This is an optimization exercise on Yosys and OpenROAD, whose aim is small area, a short achievable clock period and few clock cycles, not a production implementation. Only simulation tests tie the RTL to the original design; equivalence was not proved.

==> inputs of build 25 <==
// cu_compensate
module cu_compensate (
    input  wire               clk,
    input  wire               rst,
    input  wire               start,
    input  wire        [15:0] cal_t1,      
    input  wire signed [15:0] cal_t2,
    input  wire signed [15:0] cal_t3,
    input  wire        [15:0] cal_p1,      
    input  wire signed [15:0] cal_p2,
    input  wire signed [15:0] cal_p3,
    input  wire signed [15:0] cal_p4,
    input  wire signed [15:0] cal_p5,
    input  wire signed [15:0] cal_p6,
    input  wire signed [15:0] cal_p7,
    input  wire signed [15:0] cal_p8,
    input  wire signed [15:0] cal_p9,
    input  wire        [19:0] adc_t,
    input  wire        [19:0] adc_p,
    output reg                done,
    output wire               err,         
    output wire        [31:0] temp,        
    output wire        [31:0] press_q8,    
    output wire        [24:0] press_pa     
);
export LEC_CHECK = 0
export CAP_MARGIN = 20
export CORE_MARGIN = 2
export CORE_UTILIZATION = 40
export SLEW_MARGIN = 20
create_clock -name core_clock -period 25.0 [get_ports {clk}]
standard.sh (not shown) runs the stock make flow with config.mk's settings and CLKGATE_MAP_FILE= SYNTH_SCRIPT=/design/flow/synth_recipe.tcl, a recipe that flattens the netlist after the stock synthesis.
==> flow/flow/run.sh <==
#!/bin/bash
# Layout flow: the standard flow (standard.sh, standard synthesis unchanged) with two
# changes to how the layout is made: the port buffers are buf_1 cells instead of delay
# buffers, and the timing repair steps aim for 18.5 ns of setup slack at the design's period.
# make's full output goes to flow.log; each ORFS step keeps its own log under orfs/logs.
set -uo pipefail
bash standard.sh BUFFER_PORTS_ARGS="-buffer_cell sky130_fd_sc_hd__buf_1" \
  SETUP_SLACK_MARGIN=18.5 finish > flow.log 2>&1
==> trial 11 (differences from build 25) <==
--- a/flow/design.v
+++ b/flow/design.v
@@ -132,27 +132,27 @@
     reg  [5:0]   cnt;         
     reg          pass2;       
     reg  [23:0]  S;
     reg  [19:0]  CREG;
     reg  [15:0]  BREG;
     reg  [W-1:0] ACC, V;
-    reg  [41:0]  D;
-    reg  [17:0]  TC;
+    reg  [53:0]  D;
+    reg  [23:0]  TC;          
     reg          b3, sgnZ, sgnN, errr, errp;
     reg          D_slow;      
     reg          WV;          
     wire sgnQ = sgnN ^ sgnZ;
     wire [3:0] ev;
     assign ev[0] = (V[W-1:17] == {(W-17){V[W-1]}});
     assign ev[1] = (V[W-1:34] == {(W-34){V[W-1]}});
     assign ev[2] = (V[W-1:51] == {(W-51){V[W-1]}});
     assign ev[3] = (V[W-1:68] == {(W-68){V[W-1]}});
     wire [3:0] ed;
-    assign ed[0] = (D[41:17] == {25{D[41]}});
-    assign ed[1] = (D[41:34] == {8{D[41]}});
-    assign ed[2] = 1'b1;
+    assign ed[0] = (D[53:17] == {37{D[53]}});
+    assign ed[1] = (D[53:34] == {20{D[53]}});
+    assign ed[2] = (D[53:51] == {3{D[53]}});
     wire [3:0] ew;
     assign ew[0] = (V[W-1:51] == {(W-51){V[W-1]}});
     assign ew[1] = (V[W-1:68] == {(W-68){V[W-1]}});
     assign ew[2] = 1'b1;
     assign ew[3] = 1'b1;
     assign ed[3] = 1'b1;
@@ -178,30 +178,28 @@
             S_TA:   state_x = S_TC;
             S_TC:   state_x = S_TB;
             S_TB:   state_x = S_TD;
             S_TD:   state_x = S_TDW;
             S_TDW:  state_x = S_TF;
             S_TF:   state_x = S_TE;
-            S_TE:   begin state_x = S_XS; j_n = 2'd0; end
+            S_TE:   begin state_x = S_XS; j_n = 2'd0; end         
             S_XS:   begin j_n = j + 2'd1; if (c_last) begin j_n = 2'd0; state_x = S_XSW; end end
             S_XSW:  state_x = S_ZS;
             S_ZS:   begin
                 j_n = j + 2'd1;
                 if (j == 2'd0 && c_mneg[0] != sgnZ) j_n = 2'd0;
-                else if (c_last) begin j_n = 2'd0; state_x = S_Y6; end
+                else if (c_last) begin j_n = 2'd0; state_x = S_NS; end
             end
-            S_Y6:   state_x = S_Y6W;
-            S_Y6W:  state_x = S_NS;
             S_NS:   begin j_n = j + 2'd1; if (c_last) begin j_n = 2'd0; state_x = S_MS; end end
             S_NSW:  state_x = S_MS;
             S_MS:   begin
                 j_n = j + 2'd1;
                 if (j == 2'd1 && c_mneg[0] != sgnN) j_n = 2'd0;
                 else if (c_last) begin j_n = 2'd0; state_x = S_MSW; end
             end
-            S_MSW:  state_x = (D == 42'd0) ? S_DEGN : S_DIVF;
+            S_MSW:  state_x = (D == 54'd0) ? S_DEGN : S_DIVF;
             S_DIVF: begin
                 j_n = (cnt == 6'd15) ? 2'd1 : 2'd0; pass2_n = 1'b0;
                 if (cnt == 6'd0 && dneg_v)  state_x = S_DNEG;
                 else if (cnt == 6'd0 && dbig) state_x = S_DSI;
                 else if (cnt == 6'd16) begin
                     if (c_last) state_x = S_PC;
@@ -251,26 +249,26 @@
         n_off = 2'd0; n_asel = A_ZERO; n_bsel = B_ZERO; n_k = K_NONE; n_wb = WB_NONE;
         case (state_d)
             S_TC: begin n_msel = M_SLO; n_wb = WB_SA2S; end
             S_TB: begin n_msel = M_CREG2; n_bsel = B_B3; n_wb = WB_ACC; end
             S_TD: begin n_msel = M_CREG; n_asel = A_TV1; n_k = K_TD; n_wb = WB_PV1; end
             S_TF: begin n_msel = M_CREG; n_bsel = B_S20; n_wb = WB_V; end
-            S_TE: begin n_msel = M_FIVE; n_k = K_TE; n_wb = WB_TC; end
             S_XS: begin
                 n_msel = M_VD; n_last = (j_n != 2'd0) && evn; n_off = j_n;
                 n_asel = (j_n == 2'd0) ? A_ZERO : A_ACC;
                 n_k = n_last ? K_XSL : K_NONE;
                 n_wb = n_last ? WB_XL : WB_ACC;
             end
+            S_XSW: begin n_msel = M_CREG; n_bsel = B_S17; n_wb = WB_V; end        
             S_ZS: begin
-                n_msel = M_VD; n_mneg = {1'b0, sgnZ}; n_last = (j_n != 2'd0) && evn; n_off = j_n;
+                n_msel = M_DD; n_mneg = {1'b0, sgnZ}; n_last = (j_n != 2'd0) && edn; n_off = j_n;
                 n_asel = (j_n == 2'd0) ? A_ZERO : A_ACC;
                 n_k = (j_n == 2'd0) ? K_ZS0 : K_NONE;
                 n_wb = n_last ? WB_ZL : WB_ACC;
             end
-            S_Y6: begin n_msel = M_CREG; n_bsel = B_S17; n_wb = WB_V; end
+            S_MSW: begin n_msel = M_FIVE; n_k = K_TE; n_wb = WB_TC; end          
             S_NS: begin
                 n_msel = M_VD; n_mneg = 2'd1; n_last = (j_n != 2'd0) && evn; n_off = j_n;
                 n_asel = (j_n == 2'd0) ? A_N35 : A_ACC;
                 n_bsel = (j_n == 2'd1) ? B_N14 : B_ZERO;
                 n_k = (j_n == 2'd0) ? K_NS0 : (j_n == 2'd1) ? K_NS1 : K_NONE;
                 n_wb = n_last ? WB_NL : WB_ACC;
@@ -330,15 +328,15 @@
     wire        vsgn0 = (jv[0] & V[17]) | (jv[1] & V[34]) | (jv[2] & V[51]) | (jv[3] & V[68]);
     wire [16:0] vdig = vdig0 ^ {17{vxr}};
     wire        vsgn = WV ? vxr : (vsgn0 ^ vxr);     
     wire [16:0] hdig = ({17{jv[0]}} & V[50:34]) | ({17{jv[1]}} & V[67:51])
                      | ({17{jv[2] | jv[3]}} & {{9{V[W-1]}}, V[W-1:68]});
     wire        hsgn = (jv[0] & V[51]) | (jv[1] & V[68]) | ((jv[2] | jv[3]) & V[W-1]);
-    wire [16:0] ddig = ({17{jv[0]}} & D[16:0]) | ({17{jv[1]}} & D[33:17])
-                     | ({17{jv[2] | jv[3]}} & {{9{D[41]}}, D[41:34]});
-    wire        dsgn = (jv[0] & D[17]) | (jv[1] & D[34]) | ((jv[2] | jv[3]) & D[41]);
+    wire [16:0] ddig = ({17{jv[0]}} & D[16:0])  | ({17{jv[1]}} & D[33:17])
+                     | ({17{jv[2]}} & D[50:34]) | ({17{jv[3]}} & {{14{D[53]}}, D[53:51]});
+    wire        dsgn = (jv[0] & D[17]) | (jv[1] & D[34]) | (jv[2] & D[51]) | (jv[3] & D[53]);
     wire [17:0] M = ({18{mv[M_CREG]}}  & CREG[17:0])
                   | ({18{mv[M_CREG2]}} & {CREG[16:0], 1'b0})
                   | ({18{mv[M_FIVE]}}  & 18'd5)
                   | ({18{mv[M_SLO]}}   & S[17:0])
                   | ({18{mv[M_VD]}}    & {last & vsgn, vdig})
                   | ({18{mv[M_DD]}}    & {last & dsgn, ddig})
@@ -351,13 +349,13 @@
     always @(*) begin
         case (c_bsel)
             B_B3:  bb = b3 ? cr_s : 44'd0;
             B_S20: bb = br_s << 20;
             B_S17: bb = br_s << 17;
             B_N14: bb = ~(cr_z << 14);                       
-            B_ND:  bb = sgnQ ? ~{2'b00, D} : 44'd0;         
+            B_ND:  bb = sgnQ ? ~{2'b00, D[41:0]} : 44'd0;   
             B_S14: bb = cr_s << 14;
             default: bb = 44'd0;
         endcase
     end
     wire [44:0] brow = {1'b0, ~bb[43], bb[42:0]};           
     wire [44:0] Ps, Pc;
@@ -443,16 +441,15 @@
         case (state)
             S_IDLE: begin csel = C_T1; cload = start; end
             S_TA:   begin csel = C_T2; cload = 1'b1; end
             S_TB:   begin csel = C_T3; cload = 1'b1; end
             S_TD:   begin csel = C_P2; cload = 1'b1; end
             S_TDW:  begin csel = C_P3; cload = 1'b1; end
-            S_TF:   begin csel = C_P1; cload = 1'b1; end
-            S_XS:   begin csel = C_P5; cload = last; end
-            S_ZS:   begin csel = C_P6; cload = last; end
-            S_Y6:   begin csel = C_P4; cload = 1'b1; end
+            S_TF:   begin csel = C_P5; cload = 1'b1; end
+            S_TE:   begin csel = C_P6; cload = 1'b1; end
+            S_XSW:  begin csel = C_P4; cload = 1'b1; end
             S_NS:   begin csel = (j == 2'd0) ? C_AP : C_P9; cload = (j == 2'd0) | last; end
             S_PAF:  begin csel = C_P8; cload = 1'b1; end
             S_DIVF: begin
                 csel = (cnt == 6'd16) ? C_P7 : C_P8;
                 cload = (cnt == 6'd12) | (cnt == 6'd16 && last);
             end
@@ -487,15 +484,16 @@
                     S  <= {8'd0, adc_t[19:4]};
                     b3 <= adc_t[3];
                     errp <= 1'b0;
                     WV <= 1'b0;
                 end
                 S_TA: S <= {{7{a_sub[16]}}, a_sub};
-                S_XS: if (last) S <= {8'd0, CREG[15:0]};
-                S_ZS: if (last) S <= D[23:0];
+                S_XSW: S <= {8'd0, cal_p1};                      
+                S_ZS: if (last) S <= TC;                         
                 S_NS: if (last) S <= 24'd3125;
+                S_MS: if (last) S <= TC;                         
                 S_MSW: cnt <= 6'd0;
                 S_DIVF: begin
                     cnt <= cnt + 6'd1;
                     if (cnt == 6'd16 && last)                       
                         S <= {4'd0, ~CREG[15], {3{CREG[15]}}, CREG[15:0]};
                     if (!(cnt == 6'd0 && (dneg_v || dbig))) begin
@@ -553,48 +551,48 @@
             endcase
             case (wb2)
                 WB_ACC:  ACC <= T;
                 WB_SA2S: S <= T[35:12];
                 WB_PV1: begin
                     S <= T[37:14];
-                    D <= {{18{T[37]}}, T[37:14]};
+                    TC <= T[37:14];
                 end
-                WB_TC:   TC <= T[25:8];
+                WB_TC:   TC <= {6'd0, T[25:8]};
                 WB_V:    V <= T;
                 WB_XL: begin
                     ACC <= T;
-                    V <= {{8{T[W-1]}}, T[W-1:8]};
+                    D <= T[61:8];                                 
                     sgnZ <= T[W-1];
                 end
                 WB_ZL: begin
                     ACC <= T;
-                    D <= {6'd0, T[68:33]};
+                    D <= {18'd0, T[68:33]};
                 end
                 WB_NL: begin
                     ACC <= T;
                     V <= T;
                     sgnN <= T[W-1];
                 end
                 WB_ML: begin
                     V <= T;
                     ACC <= {{34{T[W-1]}}, T[W-1:34]};
                 end
-                WB_D:    D <= T[41:0];
+                WB_D:    D <= {{12{T[41]}}, T[41:0]};
                 WB_VW:   V[W-1:34] <= T[41:0];
                 WB_DCK: begin
-                    D <= T[41:0];
+                    D <= {{12{T[41]}}, T[41:0]};
                     ACC <= T;
                 end
                 WB_ACK:  ACC <= T;
                 WB_PCL: begin
                     ACC <= T;
                     V <= T;
                 end
                 default: ;
             endcase
         end
     end
     assign err      = errr;
-    assign temp     = {{14{TC[17]}}, TC};
+    assign temp     = {{14{TC[17]}}, TC[17:0]};
     assign press_q8 = V[41:10];
     assign press_pa = ACC[42:18];
 endmodule
==> trial 98 (differences from build 25) <==
==> flow/flow/run.sh (replaced) <==
#!/bin/bash
# Layout flow: the standard flow (standard.sh, standard synthesis unchanged) with these
# changes to how the layout is made: the port buffers are buf_1 cells instead of delay
# buffers, the core is 50% utilized, and the timing repair steps aim for 18.5 ns of setup
# slack at the design's period.
# make's full output goes to flow.log; each ORFS step keeps its own log under orfs/logs.
set -uo pipefail
bash standard.sh BUFFER_PORTS_ARGS="-buffer_cell sky130_fd_sc_hd__buf_1" \
  CORE_UTILIZATION=50 SETUP_SLACK_MARGIN=18.5 finish > flow.log 2>&1
==> build 33 (differences from build 25) <==
--- a/flow/design.v
+++ b/flow/design.v
@@ -132,27 +132,27 @@
     reg  [5:0]   cnt;         
     reg          pass2;       
     reg  [23:0]  S;
     reg  [19:0]  CREG;
     reg  [15:0]  BREG;
     reg  [W-1:0] ACC, V;
-    reg  [41:0]  D;
-    reg  [17:0]  TC;
+    reg  [53:0]  D;
+    reg  [23:0]  TC;          
     reg          b3, sgnZ, sgnN, errr, errp;
     reg          D_slow;      
     reg          WV;          
     wire sgnQ = sgnN ^ sgnZ;
     wire [3:0] ev;
     assign ev[0] = (V[W-1:17] == {(W-17){V[W-1]}});
     assign ev[1] = (V[W-1:34] == {(W-34){V[W-1]}});
     assign ev[2] = (V[W-1:51] == {(W-51){V[W-1]}});
     assign ev[3] = (V[W-1:68] == {(W-68){V[W-1]}});
     wire [3:0] ed;
-    assign ed[0] = (D[41:17] == {25{D[41]}});
-    assign ed[1] = (D[41:34] == {8{D[41]}});
-    assign ed[2] = 1'b1;
+    assign ed[0] = (D[53:17] == {37{D[53]}});
+    assign ed[1] = (D[53:34] == {20{D[53]}});
+    assign ed[2] = (D[53:51] == {3{D[53]}});
     wire [3:0] ew;
     assign ew[0] = (V[W-1:51] == {(W-51){V[W-1]}});
     assign ew[1] = (V[W-1:68] == {(W-68){V[W-1]}});
     assign ew[2] = 1'b1;
     assign ew[3] = 1'b1;
     assign ed[3] = 1'b1;
@@ -178,30 +178,28 @@
             S_TA:   state_x = S_TC;
             S_TC:   state_x = S_TB;
             S_TB:   state_x = S_TD;
             S_TD:   state_x = S_TDW;
             S_TDW:  state_x = S_TF;
             S_TF:   state_x = S_TE;
-            S_TE:   begin state_x = S_XS; j_n = 2'd0; end
+            S_TE:   begin state_x = S_XS; j_n = 2'd0; end         
             S_XS:   begin j_n = j + 2'd1; if (c_last) begin j_n = 2'd0; state_x = S_XSW; end end
             S_XSW:  state_x = S_ZS;
             S_ZS:   begin
                 j_n = j + 2'd1;
                 if (j == 2'd0 && c_mneg[0] != sgnZ) j_n = 2'd0;
-                else if (c_last) begin j_n = 2'd0; state_x = S_Y6; end
+                else if (c_last) begin j_n = 2'd0; state_x = S_NS; end
             end
-            S_Y6:   state_x = S_Y6W;
-            S_Y6W:  state_x = S_NS;
             S_NS:   begin j_n = j + 2'd1; if (c_last) begin j_n = 2'd0; state_x = S_MS; end end
             S_NSW:  state_x = S_MS;
             S_MS:   begin
                 j_n = j + 2'd1;
                 if (j == 2'd1 && c_mneg[0] != sgnN) j_n = 2'd0;
                 else if (c_last) begin j_n = 2'd0; state_x = S_MSW; end
             end
-            S_MSW:  state_x = (D == 42'd0) ? S_DEGN : S_DIVF;
+            S_MSW:  state_x = (D == 54'd0) ? S_DEGN : S_DIVF;
             S_DIVF: begin
                 j_n = (cnt == 6'd15) ? 2'd1 : 2'd0; pass2_n = 1'b0;
                 if (cnt == 6'd0 && dneg_v)  state_x = S_DNEG;
                 else if (cnt == 6'd0 && dbig) state_x = S_DSI;
                 else if (cnt == 6'd16) begin
                     if (c_last) state_x = S_PC;
@@ -251,26 +249,26 @@
         n_off = 2'd0; n_asel = A_ZERO; n_bsel = B_ZERO; n_k = K_NONE; n_wb = WB_NONE;
         case (state_d)
             S_TC: begin n_msel = M_SLO; n_wb = WB_SA2S; end
             S_TB: begin n_msel = M_CREG2; n_bsel = B_B3; n_wb = WB_ACC; end
             S_TD: begin n_msel = M_CREG; n_asel = A_TV1; n_k = K_TD; n_wb = WB_PV1; end
             S_TF: begin n_msel = M_CREG; n_bsel = B_S20; n_wb = WB_V; end
-            S_TE: begin n_msel = M_FIVE; n_k = K_TE; n_wb = WB_TC; end
             S_XS: begin
                 n_msel = M_VD; n_last = (j_n != 2'd0) && evn; n_off = j_n;
                 n_asel = (j_n == 2'd0) ? A_ZERO : A_ACC;
                 n_k = n_last ? K_XSL : K_NONE;
                 n_wb = n_last ? WB_XL : WB_ACC;
             end
+            S_XSW: begin n_msel = M_CREG; n_bsel = B_S17; n_wb = WB_V; end        
             S_ZS: begin
-                n_msel = M_VD; n_mneg = {1'b0, sgnZ}; n_last = (j_n != 2'd0) && evn; n_off = j_n;
+                n_msel = M_DD; n_mneg = {1'b0, sgnZ}; n_last = (j_n != 2'd0) && edn; n_off = j_n;
                 n_asel = (j_n == 2'd0) ? A_ZERO : A_ACC;
                 n_k = (j_n == 2'd0) ? K_ZS0 : K_NONE;
                 n_wb = n_last ? WB_ZL : WB_ACC;
             end
-            S_Y6: begin n_msel = M_CREG; n_bsel = B_S17; n_wb = WB_V; end
+            S_MSW: begin n_msel = M_FIVE; n_k = K_TE; n_wb = WB_TC; end          
             S_NS: begin
                 n_msel = M_VD; n_mneg = 2'd1; n_last = (j_n != 2'd0) && evn; n_off = j_n;
                 n_asel = (j_n == 2'd0) ? A_N35 : A_ACC;
                 n_bsel = (j_n == 2'd1) ? B_N14 : B_ZERO;
                 n_k = (j_n == 2'd0) ? K_NS0 : (j_n == 2'd1) ? K_NS1 : K_NONE;
                 n_wb = n_last ? WB_NL : WB_ACC;
@@ -330,15 +328,15 @@
     wire        vsgn0 = (jv[0] & V[17]) | (jv[1] & V[34]) | (jv[2] & V[51]) | (jv[3] & V[68]);
     wire [16:0] vdig = vdig0 ^ {17{vxr}};
     wire        vsgn = WV ? vxr : (vsgn0 ^ vxr);     
     wire [16:0] hdig = ({17{jv[0]}} & V[50:34]) | ({17{jv[1]}} & V[67:51])
                      | ({17{jv[2] | jv[3]}} & {{9{V[W-1]}}, V[W-1:68]});
     wire        hsgn = (jv[0] & V[51]) | (jv[1] & V[68]) | ((jv[2] | jv[3]) & V[W-1]);
-    wire [16:0] ddig = ({17{jv[0]}} & D[16:0]) | ({17{jv[1]}} & D[33:17])
-                     | ({17{jv[2] | jv[3]}} & {{9{D[41]}}, D[41:34]});
-    wire        dsgn = (jv[0] & D[17]) | (jv[1] & D[34]) | ((jv[2] | jv[3]) & D[41]);
+    wire [16:0] ddig = ({17{jv[0]}} & D[16:0])  | ({17{jv[1]}} & D[33:17])
+                     | ({17{jv[2]}} & D[50:34]) | ({17{jv[3]}} & {{14{D[53]}}, D[53:51]});
+    wire        dsgn = (jv[0] & D[17]) | (jv[1] & D[34]) | (jv[2] & D[51]) | (jv[3] & D[53]);
     wire [17:0] M = ({18{mv[M_CREG]}}  & CREG[17:0])
                   | ({18{mv[M_CREG2]}} & {CREG[16:0], 1'b0})
                   | ({18{mv[M_FIVE]}}  & 18'd5)
                   | ({18{mv[M_SLO]}}   & S[17:0])
                   | ({18{mv[M_VD]}}    & {last & vsgn, vdig})
                   | ({18{mv[M_DD]}}    & {last & dsgn, ddig})
@@ -351,13 +349,13 @@
     always @(*) begin
         case (c_bsel)
             B_B3:  bb = b3 ? cr_s : 44'd0;
             B_S20: bb = br_s << 20;
             B_S17: bb = br_s << 17;
             B_N14: bb = ~(cr_z << 14);                       
-            B_ND:  bb = sgnQ ? ~{2'b00, D} : 44'd0;         
+            B_ND:  bb = sgnQ ? ~{2'b00, D[41:0]} : 44'd0;   
             B_S14: bb = cr_s << 14;
             default: bb = 44'd0;
         endcase
     end
     wire [44:0] brow = {1'b0, ~bb[43], bb[42:0]};           
     wire [44:0] Ps, Pc;
@@ -443,16 +441,15 @@
         case (state)
             S_IDLE: begin csel = C_T1; cload = start; end
             S_TA:   begin csel = C_T2; cload = 1'b1; end
             S_TB:   begin csel = C_T3; cload = 1'b1; end
             S_TD:   begin csel = C_P2; cload = 1'b1; end
             S_TDW:  begin csel = C_P3; cload = 1'b1; end
-            S_TF:   begin csel = C_P1; cload = 1'b1; end
-            S_XS:   begin csel = C_P5; cload = last; end
-            S_ZS:   begin csel = C_P6; cload = last; end
-            S_Y6:   begin csel = C_P4; cload = 1'b1; end
+            S_TF:   begin csel = C_P5; cload = 1'b1; end
+            S_TE:   begin csel = C_P6; cload = 1'b1; end
+            S_XSW:  begin csel = C_P4; cload = 1'b1; end
             S_NS:   begin csel = (j == 2'd0) ? C_AP : C_P9; cload = (j == 2'd0) | last; end
             S_PAF:  begin csel = C_P8; cload = 1'b1; end
             S_DIVF: begin
                 csel = (cnt == 6'd16) ? C_P7 : C_P8;
                 cload = (cnt == 6'd12) | (cnt == 6'd16 && last);
             end
@@ -487,15 +484,16 @@
                     S  <= {8'd0, adc_t[19:4]};
                     b3 <= adc_t[3];
                     errp <= 1'b0;
                     WV <= 1'b0;
                 end
                 S_TA: S <= {{7{a_sub[16]}}, a_sub};
-                S_XS: if (last) S <= {8'd0, CREG[15:0]};
-                S_ZS: if (last) S <= D[23:0];
+                S_XSW: S <= {8'd0, cal_p1};                      
+                S_ZS: if (last) S <= TC;                         
                 S_NS: if (last) S <= 24'd3125;
+                S_MS: if (last) S <= TC;                         
                 S_MSW: cnt <= 6'd0;
                 S_DIVF: begin
                     cnt <= cnt + 6'd1;
                     if (cnt == 6'd16 && last)                       
                         S <= {4'd0, ~CREG[15], {3{CREG[15]}}, CREG[15:0]};
                     if (!(cnt == 6'd0 && (dneg_v || dbig))) begin
@@ -553,48 +551,48 @@
             endcase
             case (wb2)
                 WB_ACC:  ACC <= T;
                 WB_SA2S: S <= T[35:12];
                 WB_PV1: begin
                     S <= T[37:14];
-                    D <= {{18{T[37]}}, T[37:14]};
+                    TC <= T[37:14];
                 end
-                WB_TC:   TC <= T[25:8];
+                WB_TC:   TC <= {6'd0, T[25:8]};
                 WB_V:    V <= T;
                 WB_XL: begin
                     ACC <= T;
-                    V <= {{8{T[W-1]}}, T[W-1:8]};
+                    D <= T[61:8];                                 
                     sgnZ <= T[W-1];
                 end
                 WB_ZL: begin
                     ACC <= T;
-                    D <= {6'd0, T[68:33]};
+                    D <= {18'd0, T[68:33]};
                 end
                 WB_NL: begin
                     ACC <= T;
                     V <= T;
                     sgnN <= T[W-1];
                 end
                 WB_ML: begin
                     V <= T;
                     ACC <= {{34{T[W-1]}}, T[W-1:34]};
                 end
-                WB_D:    D <= T[41:0];
+                WB_D:    D <= {{12{T[41]}}, T[41:0]};
                 WB_VW:   V[W-1:34] <= T[41:0];
                 WB_DCK: begin
-                    D <= T[41:0];
+                    D <= {{12{T[41]}}, T[41:0]};
                     ACC <= T;
                 end
                 WB_ACK:  ACC <= T;
                 WB_PCL: begin
                     ACC <= T;
                     V <= T;
                 end
                 default: ;
             endcase
         end
     end
     assign err      = errr;
-    assign temp     = {{14{TC[17]}}, TC};
+    assign temp     = {{14{TC[17]}}, TC[17:0]};
     assign press_q8 = V[41:10];
     assign press_pa = ACC[42:18];
 endmodule
==> flow/flow/run.sh (replaced) <==
#!/bin/bash
# Layout flow: the standard flow (standard.sh, standard synthesis unchanged) with two
# changes to how the layout is made: the port buffers are buf_1 cells instead of delay
# buffers, and the timing repair steps aim for 18.5 ns of setup slack at the design's period, and ABC maps for a 6.5 ns clock.
# make's full output goes to flow.log; each ORFS step keeps its own log under orfs/logs.
set -uo pipefail
bash standard.sh BUFFER_PORTS_ARGS="-buffer_cell sky130_fd_sc_hd__buf_1" \
  SETUP_SLACK_MARGIN=18.5 ABC_CLOCK_PERIOD_IN_PS=6500 finish > flow.log 2>&1
==> comparison table <==
quantity                                                            trial 98            trial 11            build 33            build 25
Result of the run                           no timing/DRC/antenna violations  no timing/DRC/antenna violations  no timing/DRC/antenna violations  no timing/DRC/antenna violations
Maximum frequency from static timing analysis                      0.152 GHz           0.153 GHz           0.153 GHz           0.153 GHz
Critical path endpoint                                       V[53]$_DFFE_PP_            temp[13]            temp[13]        press_q8[16]
Hold path endpoint                                             k2[3]$_DFF_P_   wb2[2]$_SDFF_PP0_   wb2[2]$_SDFF_PP0_   wb2[0]$_SDFF_PP0_
Clock buffer count                                                        59                  82                  82                  64
Share of the clock period used by the worst path                       26.3%               26.2%               26.2%               26.1%
Hold path cells                                                            0                   1                   1                   1
Post-Synthesis Mean Instance Area                                   8.64 µm²            8.63 µm²            8.63 µm²            8.64 µm²
Diodes inserted                                                           18                  17                  17                  23
RePlAce Congestion                                                      1.07                1.06                1.06                1.06
Number of synthesized flops with an enable pin                           283                 301                 301                 283
Multi-input combinational area share                                   65.9%               64.3%               64.3%               64.6%
Number of gates given a new drive strength after cts                      46                  45                  45                  55
Fraction of the mapped netlist area in simple logic gates              11.8%               12.6%               12.6%               11.8%
WP data required                                                    25.52 ns            20.00 ns            20.00 ns            20.00 ns
Non-filler cells, final                                                7,684               8,172               8,172               8,126
Inserted tap cell count                                                1,391               1,768               1,768               1,755
Cell with the largest stage delay on the worst path                    or3_1            edfxtp_1            edfxtp_1            edfxtp_1
Hold path startpoint                                       c_k[3]$_SDFF_PN0_  c_wb[2]$_SDFF_PP0_  c_wb[2]$_SDFF_PP0_  c_wb[0]$_SDFF_PP0_
Testbench counts of build 25, summed over its fixed seeds: cycles 16,896.
Testbench counts of trial 11, summed over its fixed seeds: cycles 16,128.
Testbench counts of trial 98, summed over its fixed seeds: cycles 16,896.
Testbench counts of build 33, summed over its fixed seeds: cycles 16,128.

==> static timing again, ports no longer ideal <==
In the flow no input, the clock included, has a driving cell. The finished layouts below were timed again as built, in two steps. Step 1, drivers: a clkbuf_16 drives clk and a buf_2 each remaining input, both assumed. Step 2 times the ports against the registers' clock, not the clock port: input delays grow and output delays shrink by t, the midpoint of the rising clock arrivals with the driver on. Slacks: no drivers / after step 1 / after step 2; pairs: no drivers / after step 1.
run	t (ns)	setup WS [ns]	latest minus earliest clock arrival (ns)	worst data-port slew with drivers (ns)
build 25	0.744	18.463 / 18.391 / 17.765	0.056 / 0.056	0.15
trial 11	0.764	18.459 / 18.380 / 17.841	0.081 / 0.081	0.20
trial 98	0.733	18.424 / 18.396 / 17.885	0.046 / 0.046	0.09
build 33	0.764	18.459 / 18.380 / 17.841	0.081 / 0.081	0.20
After both steps setup and hold are still met in every run listed. The setup slack of build 25, which loses most, moves by -0.072 ns with the drivers and by -0.698 ns with both steps.
